From an optimization exercise on the open Yosys and OpenROAD flow, aimed at small area; shortcuts taken in it are not production practice.
The RTL was checked by simulation tests, not by an equivalence proof against the original design.
Power and IR drop assume default switching activity.

### design/flow/flow/run.sh
#!/bin/bash
# Layout: the standard flow (standard.sh), with
#  - synthesis mapped by ABC with an area-oriented script (flow/my_synth.tcl),
#  - port buffers of the smallest buffer cell,
#  - a clock tree of small clock buffers in larger clusters, without dummy loads,
#  - one tie cell per constant instead of one per constant output.
# Every tool's output goes to the ORFS logs under orfs/logs; make's own
# output goes to standard.log.
set -euo pipefail
HERE=$(pwd)
bash standard.sh finish \
  SYNTH_SCRIPT="$HERE/flow/my_synth.tcl" \
  BUFFER_PORTS_ARGS="-buffer_cell sky130_fd_sc_hd__buf_1" \
  SKIP_REPAIR_TIE_FANOUT=1 \
  CTS_ARGS="-sink_clustering_enable -repair_clock_nets -dont_use_dummy_load -buf_list {sky130_fd_sc_hd__clkbuf_4 sky130_fd_sc_hd__clkbuf_8} -sink_clustering_size 15 -sink_clustering_max_diameter 60" \
  > standard.log 2>&1
### design/flow/flow/abc_area.script
strash; ifraig; dc2; dch -f; amap; topo
### design/flow/flow/my_synth.tcl
# The standard flow's synthesis script with one change: ABC maps the logic with an
# area-oriented script (flow/abc_area.script).  Registers are untouched by ABC.
proc synth {args} { yosys synth -nofsm -noshare {*}$args }
set ::my_abc_script [file join [file dirname [file normalize [info script]]] abc_area.script]
proc abc {args} {
  set i [lsearch $args -script]
  if {$i >= 0} { lset args [expr {$i + 1}] $::my_abc_script }
  yosys abc {*}$args
}
source $::env(SCRIPTS_DIR)/synth.tcl
# left out here: clear keep_hierarchy, flatten, clean up, hide names made inside functions, write 1_2_yosys.v
### design/flow/standard.sh
#!/bin/bash
# synth_recipe.tcl (not shown) runs the flow's synth.tcl, then flattens the netlist and writes it again
# the make line also repeats each setting of config.mk as NAME=value (left out here)
make -C /OpenROAD-flow-scripts/flow DESIGN_CONFIG=/design/flow/config.mk WORK_HOME=/design/flow/orfs CLKGATE_MAP_FILE= SYNTH_SCRIPT=/design/flow/synth_recipe.tcl "${@:-finish}"
### design/flow/config.mk
export PLATFORM = sky130hd
export DESIGN_NAME = rccap
export DESIGN_NICKNAME = rccap
export VERILOG_FILES = /design/flow/design.v
export SDC_FILE = /design/flow/constraint.sdc
export NUM_CORES = 4
export LEC_CHECK = 0
export CAP_MARGIN = 5
export CORE_MARGIN = 2
export CORE_UTILIZATION = 65
export SLEW_MARGIN = 5
### design/flow/constraint.sdc
create_clock -name core_clock -period 100.0 [get_ports {clk}]
set_input_delay 20.0000 -clock core_clock [delete_from_list [all_inputs] [get_ports {clk}]]
set_output_delay 20.0000 -clock core_clock [all_outputs]
set_load 0.01 [all_outputs]
### design/flow/design.v
module rccap_parse (
  input  wire       clk,
  input  wire       clr,         
  input  wire       push,        
  input  wire [7:0] b,
  output wire       full,        
  output reg  [1:0] kind,        
  output wire       zero,        
  output wire       neg,
  output reg  [2:0] band
);
  localparam [2:0] P_EMPTY = 3'd0, P_SN = 3'd1, P_D = 3'd2, P_DC = 3'd3,
                   P_DCS = 3'd4, P_NUM = 3'd5, P_BAD = 3'd6;
  reg [4:0] cnt;      
  reg [2:0] pst;      
  reg       tw;       
  reg       neg_q;
  reg [4:0] mag;      
  reg [1:0] cmp;      
  assign full = cnt[4];
  assign neg  = neg_q;
  assign zero = (mag == 5'd0);
  wire is_ws  = (b == 8'h20) || (b[7:4] == 4'h0 && (b[3:0] == 4'h9 || (b[3] && b[2:0] != 3'd0 && !(b[2] && b[1]))));
  wire is_dig = (b[7:4] == 4'h3) && (!b[3] || b[2:1] == 2'b00);
  wire [3:0] dg = b[3:0];
  wire m_0   = (mag == 5'd0);
  wire m_lt4 = (mag[4:2] == 3'd0);                  
  wire m_lt8 = (mag[4:3] == 2'd0);                  
  wire m_lt10 = m_lt8 || mag == 5'd8 || mag == 5'd9;
  wire m_lt13 = m_lt10 || mag == 5'd10 || mag == 5'd11 || mag == 5'd12;
  wire [3:0] lim =
      m_0    ? 4'd2 :
      m_lt10 ? 4'd1 :
      m_lt13 ? 4'd4 :
      (mag == 5'd13) ? 4'd7 :
      (mag == 5'd14) ? 4'd4 :
      (mag == 5'd15) ? 4'd8 :
      (mag == 5'd16) ? 4'd3 :
      (mag == 5'd17) ? 4'd6 :
      (mag == 5'd18) ? 4'd4 : 4'd8;
  wire [4:0] mag_inc = {mag[4] | (&mag[3:0]), mag[3] ^ (&mag[2:0]), mag[2] ^ (&mag[1:0]), mag[1] ^ mag[0], ~mag[0]};
  wire [4:0] mag_n =
      m_0    ? {1'b0, dg} :
      m_lt4  ? 5'd10 :
      m_lt8  ? 5'd11 :
      m_lt10 ? 5'd12 :
      m_lt13 ? 5'd13 :
      (mag[4] && mag[2] && mag[0]) ? 5'd21 : mag_inc;    
  wire sig = (mag != 5'd0) || (dg != 4'd0);
  wire d_lt, d_gt;
  rccap_cmp #(.N(4)) u_dcmp (.a(dg), .b(lim), .lt(d_lt), .gt(d_gt));
  wire mag_ok = !(mag[4] && mag[2]);                  
  reg [1:0] cmp_n;
  always @* begin
    cmp_n = cmp;
    if (sig && cmp == 2'd0 && mag_ok)
      cmp_n = d_lt ? 2'd1 : d_gt ? 2'd2 : 2'd0;
  end
  wire [4:0] cnt_n = {cnt[4] | (&cnt[3:0]), cnt[3] ^ (&cnt[2:0]), cnt[2] ^ (&cnt[1:0]), cnt[1] ^ cnt[0], ~cnt[0]};
  always @(posedge clk) begin
    if (clr) begin
      cnt   <= 5'd0;
      pst   <= P_EMPTY;
      tw    <= 1'b0;
      neg_q <= 1'b0;
      mag   <= 5'd0;
      cmp   <= 2'd0;
    end else if (push) begin
      cnt <= cnt_n;
      if (is_ws) begin
        if (pst == P_SN || pst == P_NUM) tw <= 1'b1;
        else if (pst != P_EMPTY)         pst <= P_BAD;
      end else if (tw) begin
        pst <= P_BAD;
      end else begin
        case (pst)
          P_EMPTY: pst <= (b == 8'h53 || b == 8'h4E) ? P_SN :
                          (b == 8'h44) ? P_D : P_BAD;
          P_D:     pst <= (b == 8'h3A) ? P_DC : P_BAD;
          P_DC:    begin
                     if (b == 8'h2B || b == 8'h2D) begin
                       pst   <= P_DCS;
                       neg_q <= b[2];
                     end else if (!is_dig) pst <= P_BAD;
                   end
          default: ;
        endcase
        if (is_dig && (pst == P_DC || pst == P_DCS || pst == P_NUM)) begin
          pst <= P_NUM;
          mag <= mag_n;
          cmp <= cmp_n;
        end else if (pst == P_SN || pst == P_NUM || pst == P_DCS) begin
          pst <= P_BAD;
        end
      end
    end
  end
  wire ovf = (mag == 5'd21) || (mag == 5'd20 && (cmp == 2'd2 || (cmp == 2'd0 && !neg_q)));
  always @* begin
    if (pst == P_SN)                 kind = 2'd1;
    else if (pst == P_NUM && !ovf)   kind = 2'd0;
    else                             kind = 2'd2;
    band = (mag == 5'd1) ? 3'd1 :
           (mag == 5'd2) ? 3'd2 :
           (m_lt13 && mag != 5'd11 && mag != 5'd12) ? 3'd3 :
           (mag == 5'd11) ? 3'd4 :
           (mag == 5'd12) ? 3'd5 : 3'd6;
  end
endmodule
module rccap_devclass (
  input  wire [31:0] dev,
  output wire        zero,
  output wire        neg,
  output reg  [2:0]  band
);
  wire       hi0 = (dev[31:7] == 25'd0);
  wire       hi1 = (dev[31:7] == {25{1'b1}});
  wire [6:0] lo  = dev[6:0];
  assign neg  = dev[31];
  wire lt40, lt80, lt100, gt88, gt48, gt28, nc0, nc1, nc2, nc3, nc4, nc5;
  rccap_cmp #(.N(7)) u_c40  (.a(lo), .b(7'd40),  .lt(lt40),  .gt(nc0));
  rccap_cmp #(.N(7)) u_c80  (.a(lo), .b(7'd80),  .lt(lt80),  .gt(nc1));
  rccap_cmp #(.N(7)) u_c100 (.a(lo), .b(7'd100), .lt(lt100), .gt(nc2));
  rccap_cmp #(.N(7)) u_c88  (.a(lo), .b(7'd88),  .lt(nc3),   .gt(gt88));
  rccap_cmp #(.N(7)) u_c48  (.a(lo), .b(7'd48),  .lt(nc4),   .gt(gt48));
  rccap_cmp #(.N(7)) u_c28  (.a(lo), .b(7'd28),  .lt(nc5),   .gt(gt28));
  assign zero = hi0 && (lo == 7'd0);
  always @* begin
    band = 3'd6;
    if (!neg) begin
      if (hi0) begin
        if      (lo == 7'd1)              band = 3'd1;
        else if (lo == 7'd2)              band = 3'd2;
        else if (lt40)       band = 3'd3;
        else if (lt80)       band = 3'd4;
        else if (lt100)      band = 3'd5;
      end
    end else begin
      if (hi1) begin
        if      (lo == 7'd127)            band = 3'd1;
        else if (lo == 7'd126)            band = 3'd2;
        else if (gt88)       band = 3'd3;
        else if (gt48)       band = 3'd4;
        else if (gt28)       band = 3'd5;
      end
    end
  end
endmodule
module rccap_devmap (
  input  wire        neg,
  input  wire [2:0]  band,
  output reg  [10:0] steer,       
  output reg  [9:0]  throttle     
);
  reg [10:0] thr;
  always @* begin
    case (band)
      3'd1:    begin steer = neg ? 11'd1540 : 11'd1460; thr = 11'd1560; end
      3'd2:    begin steer = neg ? 11'd1580 : 11'd1420; thr = 11'd1560; end
      3'd3:    begin steer = neg ? 11'd1600 : 11'd1400; thr = 11'd1560; end
      3'd4:    begin steer = neg ? 11'd2000 : 11'd1000; thr = 11'd1550; end
      3'd5:    begin steer = neg ? 11'd1200 : 11'd1800; thr = 11'd1440; end
      default: begin steer = neg ? 11'd1200 : 11'd1800; thr = 11'd1430; end
    endcase
    throttle = thr[9:0];
  end
endmodule
module rccap (
  input  wire        clk,
  input  wire        rst,           
  input  wire        op_valid,
  input  wire [47:0] op,            
  output reg         res_valid,
  output reg  [31:0] res_a,
  output reg  [31:0] res_b,
  output reg         refused,
  output wire [31:0] act_steer,
  output wire [31:0] act_thr,
  output wire        mode_auto,
  output wire [2:0]  seq_phase,
  output wire        line_complete,
  output wire        ind_l,
  output wire        ind_r,
  output wire        bcn_r,
  output wire        bcn_b,
  output wire        bcn_3,
  output wire        srn_on,
  output wire [9:0]  srn_freq
);
  localparam [7:0] OP_TICK  = 8'h01, OP_RISE  = 8'h02, OP_FALL  = 8'h03,
                   OP_READ  = 8'h04, OP_MODE  = 8'h05, OP_MANT  = 8'h06,
                   OP_MANS  = 8'h07, OP_MAPDEV= 8'h08, OP_MAPSTOP = 8'h09,
                   OP_MAPUNR= 8'h0A, OP_MAPNONE = 8'h0B, OP_ACTWR = 8'h0C,
                   OP_FRAME = 8'h0D, OP_STEP  = 8'h0E, OP_RESET = 8'h0F,
                   OP_BYTE  = 8'h10, OP_TAKE  = 8'h11, OP_IND   = 8'h12,
                   OP_BCN   = 8'h13, OP_SRN   = 8'h14;
  localparam [31:0] NEUTRAL = 32'd1500;
  localparam [1:0]  IND_KEEP = 2'd0, IND_OFF = 2'd1, IND_RUN = 2'd2;
  reg [31:0] now;
  reg [31:0] start [0:4];           
  reg [4:0]  armed;
  reg [31:0] width [0:4];           
  reg [4:0]  wv;
  reg        w0_lo, w0_hi;           
  reg        w1_lo, w1_hi;           
  reg        w2_gt, w3_gt, w4_gt;    
  reg        mode;
  reg [10:0] cmd_steer;
  reg [9:0]  cmd_thr;               
  reg        cmd_issue;
  reg [1:0]  cmd_ind;
  reg [10:0] act0;
  reg [9:0]  act1;
  reg [2:0]  seq;
  reg        complete;
  reg        ind_inhibit, ind_l_q, ind_r_q;
  reg [31:0] t_l, t_r, t_b, t_s;    
  reg [3:0]  tv;                    
  reg        bcn_phase, bcn_r_q, bcn_b_q;
  reg        srn_on_q, srn_dir;
  reg [9:1]  srn_f;                 
  reg [2:0]  rsel;                  
  wire [7:0]  opc = op[47:40];
  wire [7:0]  arg = op[39:32];
  wire [31:0] imm = op[31:0];
  wire [2:0]  ch  = arg[2:0];
  wire arg0 = (arg == 8'd0);
  wire imm0 = (imm == 32'd0);
  reg well_formed;
  always @* begin
    case (opc)
      OP_TICK, OP_MAPDEV:           well_formed = arg0;
      OP_RISE, OP_FALL, OP_READ:    well_formed = (arg[7:3] == 5'd0) && !(arg[2] && arg[1:0] != 2'd0) && imm0;
      OP_BYTE:                      well_formed = arg0 && (imm[31:8] == 24'd0);
      OP_MODE, OP_MANT, OP_MANS, OP_MAPSTOP, OP_MAPUNR, OP_MAPNONE,
      OP_ACTWR, OP_FRAME, OP_STEP, OP_RESET,
      OP_TAKE, OP_IND, OP_BCN, OP_SRN:
                                    well_formed = arg0 && imm0;
      default:                      well_formed = 1'b0;
    endcase
  end
  wire do_op  = op_valid && well_formed;
  wire do_rst = rst || (do_op && opc == OP_RESET);
  wire act    = do_op && !rst;
  wire step   = (opc == OP_STEP);
  wire e_tick   = act && opc == OP_TICK;
  wire e_rise   = act && opc == OP_RISE;
  wire e_fall   = act && opc == OP_FALL;
  wire e_read   = act && opc == OP_READ;
  wire e_mode   = act && (opc == OP_MODE   || (step && seq == 3'd0));
  wire e_mant   = act && (opc == OP_MANT   || (step && seq == 3'd1 && !mode));
  wire e_take   = act && (opc == OP_TAKE   || (step && seq == 3'd1 &&  mode));
  wire e_mans   = act && (opc == OP_MANS   || (step && seq == 3'd2 && !mode));
  wire e_actwr  = act && (opc == OP_ACTWR  || (step && seq == 3'd3));
  wire e_ind    = act && (opc == OP_IND    || (step && seq == 3'd4));
  wire e_bcn    = act && (opc == OP_BCN    || (step && seq == 3'd5));
  wire e_srn    = act && (opc == OP_SRN    || (step && seq == 3'd6));
  wire e_mapdev = act && opc == OP_MAPDEV;
  wire e_stop   = act && opc == OP_MAPSTOP;
  wire e_unr    = act && opc == OP_MAPUNR;
  wire e_none   = act && opc == OP_MAPNONE;
  wire e_frame  = act && opc == OP_FRAME;
  wire e_byte   = act && opc == OP_BYTE;
  wire       p_full, p_zero, p_neg;
  wire [1:0] p_kind;
  wire [2:0] p_band;
  wire       byte_lf = (imm[7:0] == 8'h0A);
  rccap_parse u_parse (
    .clk  (clk),
    .clr  (do_rst || (e_take && complete)),
    .push (e_byte && !byte_lf && !p_full),
    .b    (imm[7:0]),
    .full (p_full),
    .kind (p_kind),
    .zero (p_zero),
    .neg  (p_neg),
    .band (p_band)
  );
  wire       i_zero, i_neg;
  wire [2:0] i_band;
  rccap_devclass u_class (.dev(imm), .zero(i_zero), .neg(i_neg), .band(i_band));
  wire        dm_take = (opc != OP_MAPDEV);
  wire        dm_zero = dm_take ? p_zero : i_zero;
  wire        dm_neg  = dm_take ? p_neg  : i_neg;
  wire [2:0]  dm_band = dm_take ? p_band : i_band;
  wire [10:0] dm_steer;
  wire [9:0]  dm_thr;
  rccap_devmap u_devmap (.neg(dm_neg), .band(dm_band), .steer(dm_steer), .throttle(dm_thr));
  wire [9:0]  man_thr   = !wv[1] ? 10'd476  : w1_lo ? 10'd416  : w1_hi ? 10'd536  : width[1][9:0];
  wire [10:0] man_steer = !wv[0] ? 11'd1500 : w0_lo ? 11'd1000 : w0_hi ? 11'd2000 : width[0][10:0];
  wire c_rev_lt, c_rev_gt;
  rccap_cmp #(.N(10)) u_c_rev (.a(act1), .b(10'd476), .lt(c_rev_lt), .gt(c_rev_gt));
  wire c_left_lt, c_left_gt;
  rccap_cmp #(.N(11)) u_c_left (.a(act0), .b(11'd1450), .lt(c_left_lt), .gt(c_left_gt));
  wire c_right_lt, c_right_gt;
  rccap_cmp #(.N(11)) u_c_right (.a(act0), .b(11'd1550), .lt(c_right_lt), .gt(c_right_gt));
  wire rev   = c_rev_lt;                  
  wire left  = !rev && c_left_lt;
  wire right = !rev && c_right_gt;
  wire o_ind = (opc == OP_IND) || (step && seq == 3'd4);
  wire o_bcn = (opc == OP_BCN) || (step && seq == 3'd5);
  wire o_srn = (opc == OP_SRN) || (step && seq == 3'd6);
  wire o_fall = (opc == OP_FALL);
  wire o_tick = (opc == OP_TICK);
  wire [31:0] sub_x =
      ({32{o_fall && ch == 3'd0}} & start[0]) |
      ({32{o_fall && ch == 3'd1}} & start[1]) |
      ({32{o_fall && ch == 3'd2}} & start[2]) |
      ({32{o_fall && ch == 3'd3}} & start[3]) |
      ({32{o_fall && ch == 3'd4}} & start[4]) |
      ({32{o_ind && left  && tv[0]}} & t_l) |
      ({32{o_ind && !left && tv[1]}} & t_r) |
      ({32{o_bcn && tv[2]}} & t_b) |
      ({32{o_srn && tv[3]}} & t_s);
  wire [31:0] add_b = o_tick ? imm : ~sub_x;
  wire [31:0] sum;
  wire [32:0] cy;
  assign cy[0] = !o_tick;
  genvar gi;
  generate for (gi = 0; gi < 32; gi = gi + 1) begin : g_add
    assign sum[gi] = now[gi] ^ add_b[gi] ^ cy[gi];
    assign cy[gi+1] = (now[gi]&add_b[gi])|(now[gi]&cy[gi])|(add_b[gi]&cy[gi]);
  end endgenerate
  wire c_blink_lt, c_blink_gt;
  rccap_cmp #(.N(32)) u_c_blink (.a(sum), .b(32'd200000), .lt(c_blink_lt), .gt(c_blink_gt));
  wire c_beacon_lt, c_beacon_gt;
  rccap_cmp #(.N(32)) u_c_beacon (.a(sum), .b(32'd300000), .lt(c_beacon_lt), .gt(c_beacon_gt));
  wire c_siren_lt, c_siren_gt;
  rccap_cmp #(.N(32)) u_c_siren (.a(sum), .b(32'd5000), .lt(c_siren_lt), .gt(c_siren_gt));
  wire c_s1000_lt, c_s1000_gt;
  rccap_cmp #(.N(11)) u_c_s1000 (.a(sum[10:0]), .b(11'd1000), .lt(c_s1000_lt), .gt(c_s1000_gt));
  wire c_s2000_lt, c_s2000_gt;
  rccap_cmp #(.N(11)) u_c_s2000 (.a(sum[10:0]), .b(11'd2000), .lt(c_s2000_lt), .gt(c_s2000_gt));
  wire c_s1440_lt, c_s1440_gt;
  rccap_cmp #(.N(11)) u_c_s1440 (.a(sum[10:0]), .b(11'd1440), .lt(c_s1440_lt), .gt(c_s1440_gt));
  wire c_s1560_lt, c_s1560_gt;
  rccap_cmp #(.N(11)) u_c_s1560 (.a(sum[10:0]), .b(11'd1560), .lt(c_s1560_lt), .gt(c_s1560_gt));
  wire c_s1500_lt, c_s1500_gt;
  rccap_cmp #(.N(11)) u_c_s1500 (.a(sum[10:0]), .b(11'd1500), .lt(c_s1500_lt), .gt(c_s1500_gt));
  wire c_s1600_lt, c_s1600_gt;
  rccap_cmp #(.N(11)) u_c_s1600 (.a(sum[10:0]), .b(11'd1600), .lt(c_s1600_lt), .gt(c_s1600_gt));
  wire ge_blink  = !c_blink_lt;
  wire ge_beacon = !c_beacon_lt;
  wire ge_siren  = !c_siren_lt;
  wire s_hi0     = (sum[31:11] == 21'd0);
  wire s_lt1000  = s_hi0 && c_s1000_lt;
  wire s_gt2000  = !s_hi0 || c_s2000_gt;
  wire s_lt1440  = s_hi0 && c_s1440_lt;
  wire s_gt1560  = !s_hi0 || c_s1560_gt;
  wire s_gt1500  = !s_hi0 || c_s1500_gt;
  wire s_gt1600  = !s_hi0 || c_s1600_gt;
  reg        c_set, c_load_s, c_load_t, c_clr;
  reg [10:0] c_steer;
  reg [9:0]  c_thr;
  reg [1:0]  c_ind;
  always @* begin
    c_set = 1'b0; c_clr = 1'b0; c_load_s = 1'b0; c_load_t = 1'b0;
    c_steer = dm_steer; c_thr = dm_thr; c_ind = IND_KEEP;
    if (e_mant) begin
      c_set = 1'b1; c_load_t = 1'b1; c_thr = man_thr; c_ind = IND_RUN;
    end else if (e_mans) begin
      c_set = 1'b1; c_load_s = 1'b1; c_steer = man_steer; c_ind = IND_RUN;
    end else if (e_stop || (e_take && complete && p_kind == 2'd1)) begin
      c_set = 1'b1; c_load_s = 1'b1; c_load_t = 1'b1;
      c_steer = 11'd1500; c_thr = 10'd416; c_ind = IND_OFF;
    end else if (e_unr || (e_take && complete && p_kind == 2'd2)) begin
      c_clr = 1'b1; c_ind = IND_OFF;
    end else if (e_none || (e_take && !complete)) begin
      c_clr = 1'b1; c_ind = IND_KEEP;
    end else if (e_mapdev || (e_take && complete && p_kind == 2'd0)) begin
      if (dm_zero) begin
        c_clr = 1'b1; c_ind = IND_KEEP;
      end else begin
        c_set = 1'b1; c_load_s = 1'b1; c_load_t = 1'b1; c_ind = IND_RUN;
      end
    end
  end
  integer n;
  wire [8:0] srn_d = srn_dir ? 9'h1FB : 9'h005;      
  wire [8:0] srn_n;
  wire [9:0] srn_c;
  assign srn_c[0] = 1'b0;
  generate for (gi = 0; gi < 9; gi = gi + 1) begin : g_srn
    assign srn_n[gi]   = srn_f[gi+1] ^ srn_d[gi] ^ srn_c[gi];
    assign srn_c[gi+1] = (srn_f[gi+1] & srn_d[gi]) | (srn_c[gi] & (srn_f[gi+1] ^ srn_d[gi]));
  end endgenerate
  wire c_stop_lt, c_stop_gt;
  rccap_cmp #(.N(9)) u_c_stop (.a(srn_n), .b(9'd500), .lt(c_stop_lt), .gt(c_stop_gt));
  wire c_sbot_lt, c_sbot_gt;
  rccap_cmp #(.N(9)) u_c_sbot (.a(srn_n), .b(9'd250), .lt(c_sbot_lt), .gt(c_sbot_gt));
  wire srn_top = !c_stop_lt;               
  wire srn_bot = !c_sbot_gt;               
  always @(posedge clk) begin
    res_valid <= 1'b0;
    refused   <= 1'b0;
    rsel <= (opc == OP_READ) ? ch : (opc == OP_FRAME) ? 3'd5 : {2'b11, complete};
    for (n = 0; n < 5; n = n + 1) begin
      if (e_rise && ch == n) start[n] <= now;
      if (e_fall && ch == n && armed[n]) width[n] <= sum;
    end
    if (e_fall && ch == 3'd0 && armed[0]) begin w0_lo <= s_lt1000; w0_hi <= s_gt2000; end
    if (e_fall && ch == 3'd1 && armed[1]) begin w1_lo <= s_lt1440; w1_hi <= s_gt1560; end
    if (e_fall && ch == 3'd2 && armed[2]) w2_gt <= s_gt1500;
    if (e_fall && ch == 3'd3 && armed[3]) w3_gt <= s_gt1600;
    if (e_fall && ch == 3'd4 && armed[4]) w4_gt <= s_gt1500;
    if (e_ind && !ind_inhibit && !rev && left && ge_blink)            t_l <= now;
    if (e_ind && !ind_inhibit && !rev && !left && right && ge_blink)  t_r <= now;
    if (e_bcn && wv[3] && w3_gt && ge_beacon)                           t_b <= now;
    if (e_srn && wv[4] && w4_gt && ge_siren)                            t_s <= now;
    if (do_rst) begin
      now <= 32'd0;
      wv          <= 5'd0;
      tv          <= 4'd0;
      armed       <= 5'd0;
      mode        <= 1'b0;
      cmd_steer   <= 11'd1500;
      cmd_thr     <= 10'd476;
      cmd_issue   <= 1'b0;
      cmd_ind     <= IND_KEEP;
      act0        <= 11'd1500;
      act1        <= 10'd476;
      seq         <= 3'd0;
      complete    <= 1'b0;
      ind_inhibit <= 1'b0;
      ind_l_q     <= 1'b0;
      ind_r_q     <= 1'b0;
      bcn_phase   <= 1'b0;
      bcn_r_q     <= 1'b0;
      bcn_b_q     <= 1'b0;
      srn_on_q    <= 1'b0;
      srn_dir     <= 1'b0;
      srn_f       <= 9'd250;
    end else if (op_valid && !well_formed) begin
      refused <= 1'b1;
    end else if (act) begin
      if (step)
        seq <= (seq == 3'd6) ? 3'd0 : seq + 3'd1;
      if (e_tick) now <= sum;
      if (e_rise) armed[ch] <= 1'b1;
      if (e_fall && armed[ch]) begin
        armed[ch] <= 1'b0;
        wv[ch]    <= 1'b1;
      end
      if (e_read || e_frame || e_take) res_valid <= 1'b1;
      if (e_mode) mode <= wv[2] && w2_gt;
      if (c_set)    cmd_issue <= 1'b1;
      if (c_clr)    cmd_issue <= 1'b0;
      if (c_set || c_clr) cmd_ind <= c_ind;
      if (c_load_s) cmd_steer <= c_steer;
      if (c_load_t) cmd_thr   <= c_thr;
      if (e_actwr) begin
        if (cmd_issue) begin
          act0 <= cmd_steer;
          act1 <= cmd_thr;
        end
        if (cmd_ind == IND_OFF) ind_inhibit <= 1'b1;
        if (cmd_ind == IND_RUN) ind_inhibit <= 1'b0;
      end
      if (e_byte && byte_lf) complete <= 1'b1;
      if (e_take) complete <= 1'b0;
      if (e_ind) begin
        if (ind_inhibit) begin
          ind_l_q <= 1'b0;
          ind_r_q <= 1'b0;
        end else if (rev) begin
          ind_l_q <= 1'b1;
          ind_r_q <= 1'b1;
        end else if (left) begin
          ind_r_q <= 1'b0;
          if (ge_blink) begin
            ind_l_q <= !ind_l_q;
            tv[0]   <= 1'b1;
          end
        end else if (right) begin
          ind_l_q <= 1'b0;
          if (ge_blink) begin
            ind_r_q <= !ind_r_q;
            tv[1]   <= 1'b1;
          end
        end else begin
          ind_l_q <= 1'b0;
          ind_r_q <= 1'b0;
        end
      end
      if (e_bcn) begin
        if (wv[3] && w3_gt) begin
          if (ge_beacon) begin
            bcn_phase <= !bcn_phase;
            tv[2]     <= 1'b1;
            bcn_r_q   <= bcn_phase;
            bcn_b_q   <= !bcn_phase;
          end else begin
            bcn_r_q   <= !bcn_phase;
            bcn_b_q   <= bcn_phase;
          end
        end else begin
          bcn_r_q <= 1'b0;
          bcn_b_q <= 1'b0;
        end
      end
      if (e_srn) begin
        if (wv[4] && w4_gt) begin
          srn_on_q <= 1'b1;
          if (ge_siren) begin
            tv[3] <= 1'b1;
            srn_f <= srn_n;
            if (!srn_dir && srn_top) srn_dir <= 1'b1;
            if ( srn_dir && srn_bot) srn_dir <= 1'b0;
          end
        end else begin
          srn_on_q <= 1'b0;
        end
      end
    end
  end
  wire [4:0] rs_w;
  genvar gr;
  generate for (gr = 0; gr < 5; gr = gr + 1) begin : g_rs
    assign rs_w[gr] = (rsel == gr);
  end endgenerate
  wire rs_neutral = |(rs_w & ~wv);
  always @* begin
    res_a = ({32{rs_w[0] & wv[0]}} & width[0]) |
            ({32{rs_w[1] & wv[1]}} & width[1]) |
            ({32{rs_w[2] & wv[2]}} & width[2]) |
            ({32{rs_w[3] & wv[3]}} & width[3]) |
            ({32{rs_w[4] & wv[4]}} & width[4]) |
            ({32{rs_neutral}} & NEUTRAL) |
            ({32{rsel == 3'd5}} & {21'd0, act0}) |
            {31'd0, rsel == 3'd7};
    res_b = (rsel == 3'd5) ? {21'd0, 1'b1, act1} : 32'd0;
  end
  assign act_steer     = {21'd0, act0};
  assign act_thr       = {21'd0, 1'b1, act1};
  assign mode_auto     = mode;
  assign seq_phase     = seq;
  assign line_complete = complete;
  assign ind_l         = ind_l_q;
  assign ind_r         = ind_r_q;
  assign bcn_r         = bcn_r_q;
  assign bcn_b         = bcn_b_q;
  assign bcn_3         = 1'b0;
  assign srn_on        = srn_on_q;
  assign srn_freq      = {srn_f, 1'b0};
endmodule
module rccap_cmp #(
  parameter N = 32
) (
  input  wire [N-1:0] a,
  input  wire [N-1:0] b,
  output wire         lt,
  output wire         gt
);
  wire [N:0] e, l, g;
  assign e[N] = 1'b1;
  assign l[N] = 1'b0;
  assign g[N] = 1'b0;
  genvar i;
  generate for (i = N - 1; i >= 0; i = i - 1) begin : g_bit
    assign l[i] = l[i+1] | (e[i+1] & ~a[i] &  b[i]);
    assign g[i] = g[i+1] | (e[i+1] &  a[i] & ~b[i]);
    assign e[i] = e[i+1] & ~(a[i] ^ b[i]);
  end endgenerate
  assign lt = l[0];
  assign gt = g[0];
endmodule
==> results of run 1 <==
-- layer usage --
metal  share of wire  global-route usage  up-vias
met5         0.00082                   0        -
met4           0.041               0.150        2
met3           0.094              0.0527      169
met2            0.47               0.557     1019
met1            0.39               0.472     8611
li1                -                   -     7691
-- final cells by class --
type                            instances  area (um2)  share of cell area
Clock buffer                           47         647              0.0244
Timing Repair Buffer                  171         777              0.0293
Inverter                              183         687              0.0259
Tap cell                              511         639              0.0241
Sequential cell                       590       16400               0.618
Multi-Input combinational cell       1059        7370               0.278
-- synth_stat cells, types with 38 or more instances --
cell	instances	area, um2
sky130_fd_sc_hd__edfxtp_1	455	13700
sky130_fd_sc_hd__nor2_1	193	724
sky130_fd_sc_hd__clkinv_1	183	687
sky130_fd_sc_hd__dfxtp_1	135	2700
sky130_fd_sc_hd__nand2_1	117	439
sky130_fd_sc_hd__a222oi_1	77	771
sky130_fd_sc_hd__buf_4	66	495
sky130_fd_sc_hd__a21oi_1	53	265
sky130_fd_sc_hd__a22oi_1	53	398
sky130_fd_sc_hd__nor3_1	51	255
sky130_fd_sc_hd__o21ai_0	47	235
sky130_fd_sc_hd__a221oi_1	39	342
sky130_fd_sc_hd__fa_1	38	761
-- worst paths after layout --
path,cells past startpoint,endpoint,slack [ns]
max reg2reg,61,tv[0]$_SDFFE_PP0P_,84.34
min reg2reg,2,tv[2]$_SDFFE_PP0P_,0.47
max,59,tv[0]$_SDFFE_PP0P_,64.85
min,2,tv[2]$_SDFFE_PP0P_,0.47
-- cell usage in the layout (no fill, tap or decap), drive strengths merged, types with 5 or more instances in the layout --
master / instances
nand3: 36
o21ai: 47
nor2: 193
nand2: 117
o32ai: 5
o41ai: 7
a222oi: 77
dfxtp: 135
clkbuf: 47
nor2b: 16
nor4: 23
a31oi: 28
a211oi: 15
a32o: 6
or4: 7
nor3: 51
a21oi: 53
clkinv: 182
o2111ai: 15
ha: 19
a221o: 13
o21a: 7
or3: 29
nand4: 24
a22oi: 53
o221a: 30
o221ai: 29
a221oi: 39
buf: 171
fa: 38
edfxtp: 455
o22ai: 15
or2: 17
a22o: 9
-- state kept, by name, indices dropped and copies added (netlist names), 2 cells and up --
name and count:
u_parse.cmp 2, srn_f 9, now 32, cmd_thr 10
tv 4, act0 11, u_parse.cnt 5, start 160
t_r 32, armed 5, wv 5, t_s 32
rsel 3, seq 3, cmd_ind 2, t_b 32
cmd_steer 11, act1 10, width 160, t_l 32
u_parse.mag 5, u_parse.pst 3
-- power by group through the flow --
stage,combinational [mW],clock (mW),sequential (mW)
5_1_grt,0.0162,0.123,0.262
4_1_cts,0.0144,0.116,0.262
3_5_place_dp,0.0144,0,0.267
2_1_floorplan,0.0105,0,0.267
6_report,0.0147,0.114,0.262
3_3_place_gp,0.0139,0,0.267
-- critical path, delay by kind of cell --
kind,cells,cell delay (ns)
fa+ha+maj,31,9.69
simple gates,14,3.69
buf+inv,12,1.64
compound gates,2,0.57
-- metrics by stage --
step                      setup slack [ns]  power, mW  hold slack, ns  instances  area [um2]
after floorplan                      63.46      0.278           0.432       1898       24800
after global placement               64.76      0.281           0.441       2514       25800
after detailed placement             64.34      0.282           0.459       2514       25800
after CTS                            64.93      0.392           0.470       2561       26500
after global routing                 64.05      0.401           0.500       2561       26500
final                                64.85      0.390           0.467       2561       26500
-- logic make-up after synthesis --
logic type / count (synthesis) / share of synthesized area
compound gates: 478 / 0.154
fa+ha+maj: 57 / 0.0403
buf+inv: 249 / 0.0478
flops: 590 / 0.661
other cells: 2 / 0.000303
simple gates: 522 / 0.0970
==> results.py, run 1 <==
metrics = {
    "pwr": {
        "share_of_power_burned_in_registers": 0.671,
        "combPwrFrac": 0.038,
        "power.ir.vdd_worst_mv": 0.0173,
        "switchingPower_uw": 82.5,
        "power.share.switching": 0.211,
        "power.static_leakage_nw": 8.27,
        "power.clock.fraction": 0.292,
        "power_per_standard_cell_area_mw_per_mm2": 14.7,
        "internal_power_uw": 308,
    },
    "setup_path": {
        "startpoint": "op[47]",
        "cpMostUsedCell": "sky130_fd_sc_hd__fa_1",
        "timing.critical_path.slowest_stage_cell": "sky130_fd_sc_hd__fa_1",
        "timing.critical_path.arrival_ns": 35.61,
        "slowest_delay_ns": 0.54,
        "criticalPathCategory": "input port to register",
        "critPathMaxFanout": 33,
        "crit_path_end_kind": "register",
        "crit_path_start_kind": "input port",
        "cp_data_required_time_ns": 100.47,
        "reg2reg_from": "act0[3]$_SDFFE_PP1P_",
    },
    "finish": {
        "final_cell_utilization_of_the_core": 0.705,
        "fillers": 2609,
        "antenna_cells_inserted": 0,
        "layout.nets": 2160,
        "fraction_of_layout_cells_with_a_size_suffix_above_1": 0.0537,
        "syn2layout_area_growth_pct": 6.98,
    },
    "sta": {
        "clock.fmax_mhz": 28.5,
        "max_slew.worst_pin.slew_ns": 1.20,
        "tns_ns": 0,
        "rsz_0062_raised_after_global_routing": "no",
        "setup_viol_count_final": 0,
        "relSlewSlack": 0.197,
        "ratio_of_final_minimum_period_to_clock_period": 0.351,
        "final_slew_violations": 0,
        "post-route-min-period_ns": 35.15,
        "fin_skew_ns": 0.0867,
        "finalHoldViolations": 0,
    },
    "die": {
        "die-area_mm2": 0.0397,
        "dieWidth_um": 199,
        "std_cell_rows": 71,
        "die_height_um": 199,
        "placeableCoreArea_mm2": 0.0376,
        "io-pin-count": 202,
        "starting_utilization_of_the_core_area": 0.659,
    },
    "clock_tree": {
        "cts.sink_count": 590,
        "post_cts_resize_count": 0,
        "cts_tree": "built",
        "cts_post_setup_buffers_inserted": 0,
        "tritoncts.num_buffers": 47,
        "clock_tree.root_cell": "sky130_fd_sc_hd__clkbuf_8",
        "clk_latency_ns": 0.67,
        "path_clk_slew_ns": 0.09,
        "maximum_clock_path_buffer_count": 3,
        "cts_max_level": 2,
        "cts.hold.buffers_added": 0,
    },
    "global_route": {
        "grtUsageTotal": 0.345,
        "grt_max_degree": 66,
        "grt_antenna_before_repair": 1,
        "via_count_of_the_first_global_routing_pass": 16800,
        "grt_pass1_wl_mm": 101,
        "grt.overflow.total": 0,
    },
    "synthesis": {
        "yosysWarnings": 6,
        "yosysSeqAreaShare": 0.661,
        "synthesis.area_mm2": 0.0248,
        "synthesis.nets": 2006,
        "share_of_async_settable_or_async_resettable_flops_after_synthesis": 0,
        "ys_types": 57,
        "synth-edff-count": 455,
        "netlist_instances": 1898,
        "yosys_most_used_dff": "sky130_fd_sc_hd__edfxtp_1",
        "ys_seq_elements": 590,
        "synth_area_per_cell_um2": 13.0,
    },
    "drt": {
        "ant_nets": 0,
        "route.vias.total": 17500,
        "drt-vias-per-instance": 6.83,
        "routedWlPerCell_um": 26.3,
        "detail_route.iter0.violations": 2218,
        "totalWireLength_mm": 67.3,
        "remaining_drc_errors": 0,
        "dr.pass1.iters": 6,
    },
    "hold_path": {
        "hold_path_class": "register to register",
        "hp-start": "tv[2]$_SDFFE_PP0P_",
    },
    "placement": {
        "place_hpwl_mm": 44.9,
        "place_congestion": 0.957,
        "place.port_buffers": 135,
    },
    "status": {
        "outcome": "timing/DRC/antenna clean",
    },
    "job": {
        "cap_violations": 0,
    },
}
==> inputs of run 2 (changes only) <==
--- a/design/flow/design.v
+++ b/design/flow/design.v
@@ -216,7 +216,7 @@
   reg        ind_inhibit, ind_l_q, ind_r_q;
   reg [31:0] t_l, t_r, t_b, t_s;    
   reg [3:0]  tv;                    
-  reg        bcn_phase, bcn_r_q, bcn_b_q;
+  reg        bcn_phase, bcn_on;       
   reg        srn_on_q, srn_dir;
   reg [9:1]  srn_f;                 
   reg [2:0]  rsel;                  
@@ -425,8 +425,7 @@
       ind_l_q     <= 1'b0;
       ind_r_q     <= 1'b0;
       bcn_phase   <= 1'b0;
-      bcn_r_q     <= 1'b0;
-      bcn_b_q     <= 1'b0;
+      bcn_on      <= 1'b0;
       srn_on_q    <= 1'b0;
       srn_dir     <= 1'b0;
       srn_f       <= 9'd250;
@@ -483,19 +482,10 @@
         end
       end
       if (e_bcn) begin
-        if (wv[3] && w3_gt) begin
-          if (ge_beacon) begin
-            bcn_phase <= !bcn_phase;
-            tv[2]     <= 1'b1;
-            bcn_r_q   <= bcn_phase;
-            bcn_b_q   <= !bcn_phase;
-          end else begin
-            bcn_r_q   <= !bcn_phase;
-            bcn_b_q   <= bcn_phase;
-          end
-        end else begin
-          bcn_r_q <= 1'b0;
-          bcn_b_q <= 1'b0;
+        bcn_on <= wv[3] && w3_gt;
+        if (wv[3] && w3_gt && ge_beacon) begin
+          bcn_phase <= !bcn_phase;
+          tv[2]     <= 1'b1;
         end
       end
       if (e_srn) begin
@@ -537,8 +527,8 @@
   assign line_complete = complete;
   assign ind_l         = ind_l_q;
   assign ind_r         = ind_r_q;
-  assign bcn_r         = bcn_r_q;
-  assign bcn_b         = bcn_b_q;
+  assign bcn_r         = bcn_on && !bcn_phase;
+  assign bcn_b         = bcn_on &&  bcn_phase;
   assign bcn_3         = 1'b0;
   assign srn_on        = srn_on_q;
   assign srn_freq      = {srn_f, 1'b0};
==> results.py, run 2 <==
metrics = {
    "sta": {
        "rsz_0062_raised_after_global_routing": "no",
        "finalHoldViolations": 0,
        "fin_ws_ns": 65.19,
        "fin_skew_ns": 0.0762,
        "tns_ns": 0,
        "clock.fmax_mhz": 28.7,
        "final_slew_violations": 0,
        "relSlewSlack": 0.144,
        "post-route-min-period_ns": 34.81,
        "max_slew.worst_pin.slew_ns": 1.28,
        "ratio_of_final_minimum_period_to_clock_period": 0.348,
        "hold_slack_ns": 0.470,
        "setup_viol_count_final": 0,
    },
    "synthesis": {
        "ys_types": 59,
        "synth-compound-area-share": 0.154,
        "yosys-top-cells-area": "sky130_fd_sc_hd__edfxtp_1, sky130_fd_sc_hd__dfxtp_1, sky130_fd_sc_hd__a222oi_1",
        "synth.top_cell.area_share": 0.554,
        "synth_simple_gate_area_share": 0.0967,
        "synthesis.area_mm2": 0.0247,
        "yosysWarnings": 6,
        "netlist_instances": 1877,
        "synthMuxAreaShare": 0,
        "yosys_most_used_dff": "sky130_fd_sc_hd__edfxtp_1",
        "ys_seq_elements": 589,
        "synth_adder_area_share": 0.0405,
        "synthDominantAreaCellType": "sky130_fd_sc_hd__edfxtp_1",
        "synth.most_common_cell": "sky130_fd_sc_hd__edfxtp_1",
        "share_of_async_settable_or_async_resettable_flops_after_synthesis": 0,
        "yosysSeqAreaShare": 0.663,
        "synth-edff-count": 455,
        "synth.top_cells.by_count": "sky130_fd_sc_hd__edfxtp_1, sky130_fd_sc_hd__nor2_1, sky130_fd_sc_hd__clkinv_1, sky130_fd_sc_hd__dfxtp_1, sky130_fd_sc_hd__nand2_1",
        "synthesis.nets": 1985,
        "synth_area_per_cell_um2": 13.1,
        "synth_top_family_by_area": "compound AO/OA/AOI/OAI gates",
        "synth_xor_xnor_area_share": 0,
    },
    "finish": {
        "fraction_of_layout_cells_with_a_size_suffix_above_1": 0.0495,
        "top_regs": "start x160, width x160",
        "final_cell_utilization_of_the_core": 0.701,
        "most_common_cell_after_layout_fill_and_taps_aside": "sky130_fd_sc_hd__edfxtp_1",
        "antenna_cells_inserted": 0,
        "leading_cell_types_in_the_layout_fill_and_taps_excluded": "sky130_fd_sc_hd__edfxtp_1, sky130_fd_sc_hd__nor2_1, sky130_fd_sc_hd__clkinv_1, sky130_fd_sc_hd__buf_1, sky130_fd_sc_hd__dfxtp_1",
        "final_design_area_no_fill_mm2": 0.0263,
        "instances_no_fill": 2531,
        "syn2layout_area_growth_pct": 6.60,
        "layout.nets": 2130,
    },
    "pwr": {
        "design_power_total_uw": 389,
        "switchingPower_uw": 82.0,
        "share_of_power_burned_in_registers": 0.671,
        "internal_power_uw": 307,
        "combPwrFrac": 0.035,
        "power.clock.fraction": 0.293,
        "power.static_leakage_nw": 8.20,
        "power.ir.vdd_worst_mv": 0.0116,
        "power_per_standard_cell_area_mw_per_mm2": 14.8,
        "power.share.switching": 0.211,
    },
    "placement": {
        "place_congestion": 0.916,
        "placed_cells_incl_taps": 2484,
        "place.port_buffers": 135,
        "placed_cell_areas_mm2": 0.0257,
        "place_worst_setup_slack_ns": 64.70,
        "place_hpwl_mm": 44.0,
    },
    "drt": {
        "remaining_drc_errors": 0,
        "drt-vias-per-instance": 6.92,
        "totalWireLength_mm": 66.5,
        "dr.pass1.iters": 9,
        "detail_route.iter0.violations": 2440,
        "routedWlPerCell_um": 26.3,
        "route.vias.total": 17500,
        "ant_nets": 0,
    },
    "setup_path": {
        "reg2reg_from": "act1[5]$_SDFFE_PP0P_",
        "startpoint": "op[47]",
        "critPathMaxFanout": 33,
        "timing.critical_path.arrival_ns": 35.06,
        "timing.reg2reg.worst_path_depth": 55,
        "crit_path_end_kind": "register",
        "criticalPathCategory": "input port to register",
        "slowest_delay_ns": 0.81,
        "crit-reg2reg-capture": "t_r[0]$_DFFE_PP_",
        "crit_path_start_kind": "input port",
        "cpMostUsedCell": "sky130_fd_sc_hd__fa_1",
        "cp_data_required_time_ns": 100.25,
        "timing.critical_path.slowest_stage_cell": "sky130_fd_sc_hd__nor2_4",
        "reg2reg_setup_slack_ns": 84.14,
    },
    "global_route": {
        "grt_pass1_wl_mm": 99.4,
        "grtUsageTotal": 0.339,
        "grt_max_degree": 66,
        "via_count_of_the_first_global_routing_pass": 16200,
        "grt_antenna_before_repair": 1,
        "grt.overflow.total": 0,
    },
    "die": {
        "placeableCoreArea_mm2": 0.0375,
        "die_height_um": 199,
        "dieWidth_um": 199,
        "starting_utilization_of_the_core_area": 0.658,
        "std_cell_rows": 71,
        "die-area_mm2": 0.0395,
        "io-pin-count": 202,
    },
    "clock_tree": {
        "cts_post_setup_buffers_inserted": 0,
        "clock_tree.root_cell": "sky130_fd_sc_hd__clkbuf_8",
        "path_clk_slew_ns": 0.09,
        "cts.hold.buffers_added": 0,
        "cts_max_level": 2,
        "cts.sink_count": 589,
        "maximum_clock_path_buffer_count": 3,
        "tritoncts.num_buffers": 47,
        "clk_latency_ns": 0.67,
        "post_cts_resize_count": 0,
        "cts_tree": "built",
    },
    "hold_path": {
        "hold_path_class": "register to register",
        "holdPathEnd": "tv[1]$_SDFFE_PP0P_",
        "worstHoldPathCells": 2,
        "hp-start": "tv[1]$_SDFFE_PP0P_",
    },
    "status": {
        "outcome": "timing/DRC/antenna clean",
    },
    "job": {
        "cap_violations": 0,
    },
}
-- run 2: cell count changes in the layout (fill, tap and decap cells not counted), moves of 6 or more --
cell / before / now
sky130_fd_sc_hd__nand2_1: 117 / 108
sky130_fd_sc_hd__o22ai_1: 15 / 9
sky130_fd_sc_hd__nand3b_1: 2 / 8
sky130_fd_sc_hd__clkinv_1: 182 / 170
sky130_fd_sc_hd__a21oi_1: 53 / 42
sky130_fd_sc_hd__o21ai_0: 47 / 66
sky130_fd_sc_hd__buf_4: 36 / 27
sky130_fd_sc_hd__a221o_1: 13 / 7
sky130_fd_sc_hd__a22oi_1: 53 / 68
sky130_fd_sc_hd__o2111ai_1: 15 / 5
sky130_fd_sc_hd__or3_1: 29 / 17
-- run 2: power groups by stage --
stage | clock (mW) | sequential (mW) | combinational, mW
3_5_place_dp | 0 | 0.267 | 0.0134
6_report | 0.114 | 0.261 | 0.0137
2_1_floorplan | 0 | 0.267 | 0.0102
5_1_grt | 0.124 | 0.261 | 0.0150
4_1_cts | 0.116 | 0.261 | 0.0134
3_3_place_gp | 0 | 0.267 | 0.0130
-- run 2: cells by family (layout without fill, tap and decap cells) --
family          count (synthesis)  after routing
buf+inv                       237            380
simple gates                  512            512
other cells                     2              2
compound gates                480            480
fa+ha+maj                      57             57
flops                         589            589
-- run 2: how the worst max path moves through the flow --
| stage | end | slack (ns) | cells after the start |
|---|---|---|---|
| global route | t_r[0]$_DFFE_PP_ | 64.41 | 56 |
| floorplan | t_l[0]$_DFFE_PP_ | 63.00 | 54 |
| CTS | t_r[0]$_DFFE_PP_ | 65.29 | 56 |
| finish | t_r[0]$_DFFE_PP_ | 65.19 | 56 |
| detailed placement | t_r[20]$_DFFE_PP_ | 64.70 | 56 |
| global placement | t_r[21]$_DFFE_PP_ | 64.98 | 56 |
-- run 2: per-layer routing --
layer / track usage / share of wire / vias up
met5: 0 / 0 / -
met4: 0.130 / 0.037 / 0
met3: 0.0624 / 0.11 / 146
met2: 0.499 / 0.44 / 1094
met1: 0.508 / 0.41 / 8672
li1: - / - / 7606
-- run 2: area by class of cell --
class	count	area [um2]
Tap cell	511	639
Multi-Input combinational cell	1051	7310
Inverter	171	642
Clock buffer	47	647
Fill cell	2654	11200
Timing Repair Buffer	162	709
Sequential cell	589	16300
-- run 2: worst max-delay path: cells and delay by family --
family / cells / cell delay (ns)
buf+inv: 9 / 0.99
compound gates: 5 / 1.23
simple gates: 11 / 3.36
fa+ha+maj: 31 / 9.47
==> inputs of run 3 (changes only) <==
--- a/design/flow/flow/run.sh
+++ b/design/flow/flow/run.sh
@@ -1,6 +1,7 @@
 #!/bin/bash
 # Layout: the standard flow (standard.sh), with
-#  - synthesis mapped by ABC with an area-oriented script (flow/my_synth.tcl),
+#  - synthesis mapped by ABC with an area-oriented script, full adders only
+#    (flow/my_synth.tcl),
 #  - port buffers of the smallest buffer cell,
 #  - a clock tree of small clock buffers in larger clusters, without dummy loads,
 #  - one tie cell per constant instead of one per constant output.
==> design/flow/flow/my_synth.tcl (replaced) <==
# The standard flow's synthesis script with two changes, neither of which touches the
# registers: ABC maps the logic with an area-oriented script
# (flow/abc_area.script), and only full adders (not half adders) are
# extracted as adder cells, leaving the rest of the logic to ABC.
proc synth {args} { yosys synth -nofsm -noshare {*}$args }
proc extract_fa {args} { yosys extract_fa -fa {*}$args }
set ::my_abc_script [file join [file dirname [file normalize [info script]]] abc_area.script]
proc abc {args} {
  set i [lsearch $args -script]
  if {$i >= 0} { lset args [expr {$i + 1}] $::my_abc_script }
  yosys abc {*}$args
}
source $::env(SCRIPTS_DIR)/synth.tcl
# left out here: clear keep_hierarchy, flatten, clean up, hide names made inside functions, write 1_2_yosys.v
==> results.py, run 3 <==
metrics = {
    "clock_tree": {
        "post_cts_resize_count": 0,
        "cts_post_setup_buffers_inserted": 0,
        "clk_latency_ns": 0.65,
        "cts.hold.buffers_added": 0,
        "cts.sink_count": 589,
        "maximum_clock_path_buffer_count": 3,
        "tritoncts.num_buffers": 47,
        "cts_tree": "built",
        "clock_tree.root_cell": "sky130_fd_sc_hd__clkbuf_8",
        "path_clk_slew_ns": 0.09,
        "cts_max_level": 2,
    },
    "pwr": {
        "combPwrFrac": 0.034,
        "share_of_power_burned_in_registers": 0.674,
        "power_per_standard_cell_area_mw_per_mm2": 14.9,
        "power.share.switching": 0.209,
        "internal_power_uw": 307,
        "power.ir.vdd_worst_mv": 0.0127,
        "switchingPower_uw": 81.0,
        "design_power_total_uw": 388,
        "power.static_leakage_nw": 7.93,
        "power.clock.fraction": 0.292,
    },
    "finish": {
        "instances_no_fill": 2468,
        "fillers": 2601,
        "most_common_cell_after_layout_fill_and_taps_aside": "sky130_fd_sc_hd__edfxtp_1",
        "fraction_of_layout_cells_with_a_size_suffix_above_1": 0.0560,
        "antenna_cells_inserted": 0,
        "syn2layout_area_growth_pct": 6.81,
        "final_design_area_no_fill_mm2": 0.0260,
        "layout.nets": 2091,
        "multi_input_comb_area_mm2": 0.00708,
        "leading_cell_types_in_the_layout_fill_and_taps_excluded": "sky130_fd_sc_hd__edfxtp_1, sky130_fd_sc_hd__nor2_1, sky130_fd_sc_hd__clkinv_1, sky130_fd_sc_hd__buf_1, sky130_fd_sc_hd__dfxtp_1",
        "seq_area_mm2": 0.0163,
        "top_regs": "start x160, width x160",
    },
    "sta": {
        "finalHoldViolations": 0,
        "setup_viol_count_final": 0,
        "ratio_of_final_minimum_period_to_clock_period": 0.349,
        "fin_skew_ns": 0.0485,
        "tns_ns": 0,
        "rsz_0062_raised_after_global_routing": "no",
        "fin_ws_ns": 65.08,
        "max_slew.worst_pin.slew_ns": 1.14,
        "post-route-min-period_ns": 34.92,
        "clock.fmax_mhz": 28.6,
        "final_slew_violations": 0,
        "relSlewSlack": 0.238,
    },
    "hold_path": {
        "hp-start": "u_parse.mag[4]$_SDFFE_PP0P_",
        "worstHoldPathCells": 2,
        "hold_path_class": "register to register",
        "holdPathEnd": "u_parse.mag[4]$_SDFFE_PP0P_",
    },
    "drt": {
        "ant_nets": 0,
        "dr.pass1.iters": 6,
        "route.vias.total": 17000,
        "detail_route.iter0.violations": 2036,
        "routedWlPerCell_um": 25.5,
        "drt-vias-per-instance": 6.89,
        "totalWireLength_mm": 63.0,
        "remaining_drc_errors": 0,
    },
    "die": {
        "io-pin-count": 202,
        "die_height_um": 198,
        "dieWidth_um": 198,
        "placeableCoreArea_mm2": 0.0368,
        "die-area_mm2": 0.0391,
        "std_cell_rows": 70,
        "starting_utilization_of_the_core_area": 0.663,
    },
    "setup_path": {
        "cp_data_required_time_ns": 100.53,
        "critPathMaxFanout": 32,
        "timing.critical_path.arrival_ns": 35.45,
        "reg2reg_setup_slack_ns": 84.20,
        "reg2reg_from": "act1[6]$_SDFFE_PP1P_",
        "criticalPathCategory": "input port to register",
        "cpMostUsedCell": "sky130_fd_sc_hd__fa_1",
        "timing.reg2reg.worst_path_depth": 56,
        "crit_path_end_kind": "register",
        "crit-reg2reg-capture": "srn_f[2]$_SDFFE_PP1P_",
        "timing.critical_path.slowest_stage_cell": "sky130_fd_sc_hd__nor2_1",
        "slowest_delay_ns": 0.72,
        "crit_path_start_kind": "input port",
    },
    "job": {
        "cap_violations": 0,
    },
    "synthesis": {
        "ys_types": 55,
        "share_of_async_settable_or_async_resettable_flops_after_synthesis": 0,
        "yosysSeqAreaShare": 0.671,
        "synthesis.area_mm2": 0.0244,
        "netlist_instances": 1851,
        "yosysWarnings": 6,
        "synthDominantAreaCellType": "sky130_fd_sc_hd__edfxtp_1",
        "synth.most_common_cell": "sky130_fd_sc_hd__edfxtp_1",
        "yosys_most_used_dff": "sky130_fd_sc_hd__edfxtp_1",
        "synth.top_cell.area_share": 0.561,
        "synthesis.nets": 1940,
        "yosys-top-cells-area": "sky130_fd_sc_hd__edfxtp_1, sky130_fd_sc_hd__dfxtp_1, sky130_fd_sc_hd__a222oi_1",
        "synth_area_per_cell_um2": 13.2,
        "synth-edff-count": 455,
        "ys_seq_elements": 589,
        "synth.top_cells.by_count": "sky130_fd_sc_hd__edfxtp_1, sky130_fd_sc_hd__nor2_1, sky130_fd_sc_hd__clkinv_1, sky130_fd_sc_hd__dfxtp_1, sky130_fd_sc_hd__nand2_1",
    },
    "global_route": {
        "grt_max_degree": 66,
        "gr-usage-met3": 0.0451,
        "grt.overflow.total": 0,
        "groute.layer.met2.usage": 0.544,
        "via_count_of_the_first_global_routing_pass": 16100,
        "grt_antenna_before_repair": 0,
        "grt_util_met1": 0.444,
        "grtUsageTotal": 0.328,
        "grt_pass1_wl_mm": 96.0,
        "gr-max-usage-layer": "met2",
    },
    "placement": {
        "place_congestion": 1.01,
        "placed_cells_incl_taps": 2421,
        "place.port_buffers": 135,
        "placed_cell_areas_mm2": 0.0254,
        "place_worst_setup_slack_ns": 64.63,
        "place_hpwl_mm": 42.1,
    },
    "status": {
        "outcome": "timing/DRC/antenna clean",
    },
}
==> run 3: cell count changes in the layout (fill, tap and decap cells not counted), moves of 5 or more <==
cell                        previous run  this run
sky130_fd_sc_hd__nand4_1              23        34
sky130_fd_sc_hd__a222oi_1             82        77
sky130_fd_sc_hd__a21oi_1              42        47
sky130_fd_sc_hd__nand2_1             108        93
sky130_fd_sc_hd__buf_4                27        33
sky130_fd_sc_hd__a221oi_1             40        33
sky130_fd_sc_hd__o221ai_1             32        24
sky130_fd_sc_hd__o22ai_1               9        18
sky130_fd_sc_hd__o2111ai_1             5        12
sky130_fd_sc_hd__nand3b_1              8         1
sky130_fd_sc_hd__o32ai_1               7        12
sky130_fd_sc_hd__ha_1                 19         0
sky130_fd_sc_hd__nor3_1               46        53
==> run 3: cell type report <==
type                       instances  share of cell area
tap                              468              0.0225
sequential                       589               0.628
clock buffer                      47              0.0248
inverter                         167              0.0241
multi-input combinational       1029               0.272
timing repair buffer             168              0.0290
==> run 3: logic make-up (layout without fill, tap and decap cells) <==
logic type,after synthesis,after routing,synth area share
AOI/OAI and AO/OA,476,476,0.153
adders and majority gates,38,38,0.0312
buffers and inverters,233,382,0.0460
DFF,589,589,0.671
other,2,2,0.000308
and+or+nand+nor,513,513,0.0985
==> run 3: layer usage <==
metal  up-vias  routed length [um]  part of all wire
li1       7551                   -                 -
met3       147                5300             0.084
met1      8384               24300              0.39
met5         -                   0                 0
met2       931               31000              0.49
met4         0                2440             0.039
==> run 3: how the worst max path moves through the flow <==
| stage | end | slack [ns] | cells past startpoint | start |
|---|---|---|---|---|
| 6_report | srn_f[2]$_SDFFE_PP1P_ | 65.08 | 57 | op[47] |
| 2_1_floorplan | t_r[0]$_DFFE_PP_ | 63.64 | 53 | op[47] |
| 4_1_cts | srn_f[2]$_SDFFE_PP1P_ | 65.25 | 57 | op[47] |
| 5_1_grt | srn_f[2]$_SDFFE_PP1P_ | 64.26 | 57 | op[47] |
| 3_3_place_gp | srn_f[5]$_SDFFE_PP1P_ | 65.04 | 55 | op[47] |
| 3_5_place_dp | srn_f[2]$_SDFFE_PP1P_ | 64.63 | 57 | op[47] |
==> run 3: critical path: cells and delay by family <==
kind	cells	cell delay (ns)
adders and majority gates	31	9.39
AOI/OAI and AO/OA	5	1.57
buffers and inverters	10	1.41
and+or+nand+nor	11	3.08
==> run 3: per-stage QoR <==
| stage | utilization | hold slack [ns] |
|---|---|---|
| after floorplan | - | 0.432 |
| after global placement | 0.690 | 0.448 |
| after detailed placement | 0.690 | 0.459 |
| after CTS | 0.708 | 0.481 |
| after global routing | 0.708 | 0.510 |
| final | 0.708 | 0.479 |
==> run 3: power by group through the flow <==
stage	Sequential [mW]	Clock [mW]	Combinational (mW)
2_1_floorplan	0.267	0	0.00973
3_3_place_gp	0.267	0	0.0125
3_5_place_dp	0.267	0	0.0129
4_1_cts	0.261	0.116	0.0129
5_1_grt	0.261	0.123	0.0146
6_report	0.261	0.113	0.0132
==> inputs of run 4 (changes only) <==
==> design/flow/config.mk (replaced) <==
export PLATFORM = sky130hd
export DESIGN_NAME = rccap
export DESIGN_NICKNAME = rccap
export VERILOG_FILES = /design/flow/design.v
export SDC_FILE = /design/flow/constraint.sdc
export NUM_CORES = 4
export LEC_CHECK = 0
export CAP_MARGIN = 0
export CORE_MARGIN = 2
export CORE_UTILIZATION = 70
export SLEW_MARGIN = 0
==> results.py, run 4 <==
metrics = {
    "setup_path": {
        "critPathMaxFanout": 32,
        "crit_path_end_kind": "register",
        "crit-reg2reg-capture": "srn_f[2]$_SDFFE_PP1P_",
        "cpMostUsedCell": "sky130_fd_sc_hd__fa_1",
        "reg2reg_setup_slack_ns": 83.80,
        "cp_data_required_time_ns": 100.54,
        "timing.critical_path.arrival_ns": 35.63,
        "timing.critical_path.slowest_stage_cell": "sky130_fd_sc_hd__nor2_1",
        "reg2reg_from": "act1[6]$_SDFFE_PP1P_",
        "criticalPathCategory": "input port to register",
        "slowest_delay_ns": 0.67,
        "timing.reg2reg.worst_path_depth": 56,
        "crit_path_start_kind": "input port",
    },
    "finish": {
        "final_design_area_no_fill_mm2": 0.0260,
        "most_common_cell_after_layout_fill_and_taps_aside": "sky130_fd_sc_hd__edfxtp_1",
        "fillers": 2196,
        "fraction_of_layout_cells_with_a_size_suffix_above_1": 0.0527,
        "top_regs": "start x160, width x160",
        "antenna_cells_inserted": 0,
        "layout.nets": 2085,
        "leading_cell_types_in_the_layout_fill_and_taps_excluded": "sky130_fd_sc_hd__edfxtp_1, sky130_fd_sc_hd__nor2_1, sky130_fd_sc_hd__clkinv_1, sky130_fd_sc_hd__buf_1, sky130_fd_sc_hd__dfxtp_1",
        "syn2layout_area_growth_pct": 6.51,
    },
    "clock_tree": {
        "clock_tree.root_cell": "sky130_fd_sc_hd__clkbuf_8",
        "cts.hold.buffers_added": 0,
        "path_clk_slew_ns": 0.09,
        "tritoncts.num_buffers": 46,
        "maximum_clock_path_buffer_count": 3,
        "cts_tree": "built",
        "cts_post_setup_buffers_inserted": 0,
        "cts_max_level": 2,
        "clk_latency_ns": 0.66,
        "cts.sink_count": 589,
        "post_cts_resize_count": 0,
    },
    "global_route": {
        "grtUsageTotal": 0.357,
        "grt.overflow.total": 0,
        "grt_max_degree": 66,
        "via_count_of_the_first_global_routing_pass": 16200,
        "grt_pass1_wl_mm": 96.9,
        "grt_antenna_before_repair": 1,
    },
    "synthesis": {
        "share_of_async_settable_or_async_resettable_flops_after_synthesis": 0,
        "yosys_most_used_dff": "sky130_fd_sc_hd__edfxtp_1",
        "synthDominantAreaCellType": "sky130_fd_sc_hd__edfxtp_1",
        "ys_types": 55,
        "ys_seq_elements": 589,
        "synthesis.area_mm2": 0.0244,
        "yosysSeqAreaShare": 0.671,
        "synthesis.nets": 1940,
        "synth.top_cell.area_share": 0.561,
        "synth_area_per_cell_um2": 13.2,
        "yosys-top-cells-area": "sky130_fd_sc_hd__edfxtp_1, sky130_fd_sc_hd__dfxtp_1, sky130_fd_sc_hd__a222oi_1",
        "synth.top_cells.by_count": "sky130_fd_sc_hd__edfxtp_1, sky130_fd_sc_hd__nor2_1, sky130_fd_sc_hd__clkinv_1, sky130_fd_sc_hd__dfxtp_1, sky130_fd_sc_hd__nand2_1",
        "synth.most_common_cell": "sky130_fd_sc_hd__edfxtp_1",
        "synth-edff-count": 455,
        "netlist_instances": 1851,
        "yosysWarnings": 6,
    },
    "sta": {
        "ratio_of_final_minimum_period_to_clock_period": 0.351,
        "rsz_0062_raised_after_global_routing": "no",
        "tns_ns": 0,
        "post-route-min-period_ns": 35.09,
        "final_slew_violations": 0,
        "finalHoldViolations": 0,
        "max_slew.worst_pin.slew_ns": 1.19,
        "clock.fmax_mhz": 28.5,
        "setup_viol_count_final": 0,
        "fin_skew_ns": 0.0717,
        "relSlewSlack": 0.203,
    },
    "die": {
        "placeableCoreArea_mm2": 0.0345,
        "die-area_mm2": 0.0363,
        "starting_utilization_of_the_core_area": 0.707,
        "die_height_um": 191,
        "io-pin-count": 202,
        "std_cell_rows": 68,
        "dieWidth_um": 191,
    },
    "pwr": {
        "power_per_standard_cell_area_mw_per_mm2": 14.9,
        "power.share.switching": 0.210,
        "power.ir.vdd_worst_mv": 0.0209,
        "internal_power_uw": 306,
        "power.static_leakage_nw": 7.89,
        "share_of_power_burned_in_registers": 0.675,
        "switchingPower_uw": 81.3,
        "combPwrFrac": 0.034,
        "power.clock.fraction": 0.291,
    },
    "placement": {
        "place.port_buffers": 135,
        "place_congestion": 0.920,
        "place_hpwl_mm": 42.6,
        "placed_cell_areas_mm2": 0.0253,
    },
    "drt": {
        "ant_nets": 0,
        "drt-vias-per-instance": 6.99,
        "detail_route.iter0.violations": 2364,
        "route.vias.total": 17100,
        "remaining_drc_errors": 0,
        "routedWlPerCell_um": 26.2,
        "totalWireLength_mm": 64.1,
        "dr.pass1.iters": 8,
    },
    "hold_path": {
        "hold_path_class": "register to register",
        "worstHoldPathCells": 2,
        "holdPathEnd": "act1[9]$_SDFFE_PP0P_",
        "hp-start": "act1[9]$_SDFFE_PP0P_",
    },
    "status": {
        "outcome": "timing/DRC/antenna clean",
    },
    "job": {
        "cap_violations": 0,
    },
}
-- run 4: cell counts after synthesis --
Identical to the previous run, type by type.
-- run 4: per-stage QoR --
step | cells | hold WS (ns) | setup slack, ns | power (mW) | util
floorplan | 1851 | 0.432 | 63.64 | 0.277 | -
global placement | 2403 | 0.447 | 65.09 | 0.279 | 0.735
detailed placement | 2403 | 0.461 | 64.60 | 0.280 | 0.735
CTS | 2449 | 0.480 | 65.11 | 0.388 | 0.753
global route | 2449 | 0.505 | 64.21 | 0.398 | 0.753
finish | 2449 | 0.478 | 64.91 | 0.387 | 0.753
-- run 4: power groups by stage --
stage	Clock [mW]	Combinational, mW	Sequential [mW]
5_1_grt	0.122	0.0146	0.261
4_1_cts	0.114	0.0129	0.261
3_3_place_gp	0	0.0124	0.267
2_1_floorplan	0	0.00973	0.267
3_5_place_dp	0	0.0128	0.267
6_report	0.113	0.0133	0.261
-- run 4: cell type report --
| class | count | area [um2] | area share |
|---|---|---|---|
| flip-flops and latches | 589 | 16300 | 0.630 |
| multi-input cells | 1029 | 7070 | 0.272 |
| clock buffers | 46 | 633 | 0.0244 |
| well taps | 455 | 569 | 0.0219 |
| inverters | 167 | 627 | 0.0241 |
| repair buffers | 163 | 717 | 0.0276 |
-- run 4: worst max-delay path by stage --
stage / endpoint / depth (start not counted) / slack (ns) / start
3_3_place_gp: srn_f[2]$_SDFFE_PP1P_ / 57 / 65.09 / op[47]
5_1_grt: srn_f[2]$_SDFFE_PP1P_ / 57 / 64.21 / op[47]
3_5_place_dp: srn_f[6]$_SDFFE_PP1P_ / 55 / 64.60 / op[47]
4_1_cts: t_l[22]$_DFFE_PP_ / 56 / 65.11 / op[47]
2_1_floorplan: t_r[0]$_DFFE_PP_ / 53 / 63.64 / op[47]
6_report: srn_f[2]$_SDFFE_PP1P_ / 57 / 64.91 / op[47]
-- run 4: routing by layer --
metal  vias to the layer above  GRT usage  share of wire
met2                      1166      0.582           0.49
met5                         -          0        0.00020
li1                       7534          -              -
met3                       176     0.0598          0.099
met4                         2      0.145          0.043
met1                      8248      0.487           0.37
-- run 4: kinds of logic (layout without fill, tap and decap cells) --
| kind of cell | Yosys count | after routing | synth area share |
|---|---|---|---|
| DFF | 589 | 589 | 0.671 |
| and+or+nand+nor | 513 | 513 | 0.0985 |
| AOI/OAI and AO/OA | 476 | 476 | 0.153 |
| buffers and inverters | 233 | 376 | 0.0460 |
| adders and majority gates | 38 | 38 | 0.0312 |
| other | 2 | 2 | 0.000308 |
-- run 4: worst max-delay path, delay by kind of cell --
kind | cells | cell delay [ns]
adder cells (fa/ha/maj) | 31 | 9.59
AND/OR/NAND/NOR | 11 | 3.02
AO/OA/AOI/OAI | 5 | 1.61
buffers and inverters | 10 | 1.40

## separate check: timing with driven ports
In the flow no input, the clock included, has a driving cell. The finished layouts below were timed again as built, in two steps.
Step 1: set_driving_cell puts a clkbuf_16 on clk and a buf_2 on each other input, an assumption about the parent block.
Step 2, shift: input delay + t, output delay - t, t = (earliest + latest rising clock arrival at the registers) / 2. This alone moves slack from input paths to output paths.
Three values: no drivers, after step 1, after step 2; two values: the first two.
run	shift t [ns]	setup WS [ns]	hold WS [ns]
run 1	0.675	64.854 / 64.881 / 64.206	0.467 / 0.467 / 0.467
run 2	0.678	65.188 / 65.216 / 64.537	0.470 / 0.470 / 0.470
run 3	0.673	65.082 / 65.113 / 64.439	0.479 / 0.479 / 0.479
run 4	0.684	64.907 / 64.942 / 64.258	0.478 / 0.478 / 0.478
After both steps every run listed still meets setup and hold. For run 2, which loses most, drivers alone change the setup slack by +0.028 ns; drivers and shift together by -0.651 ns.
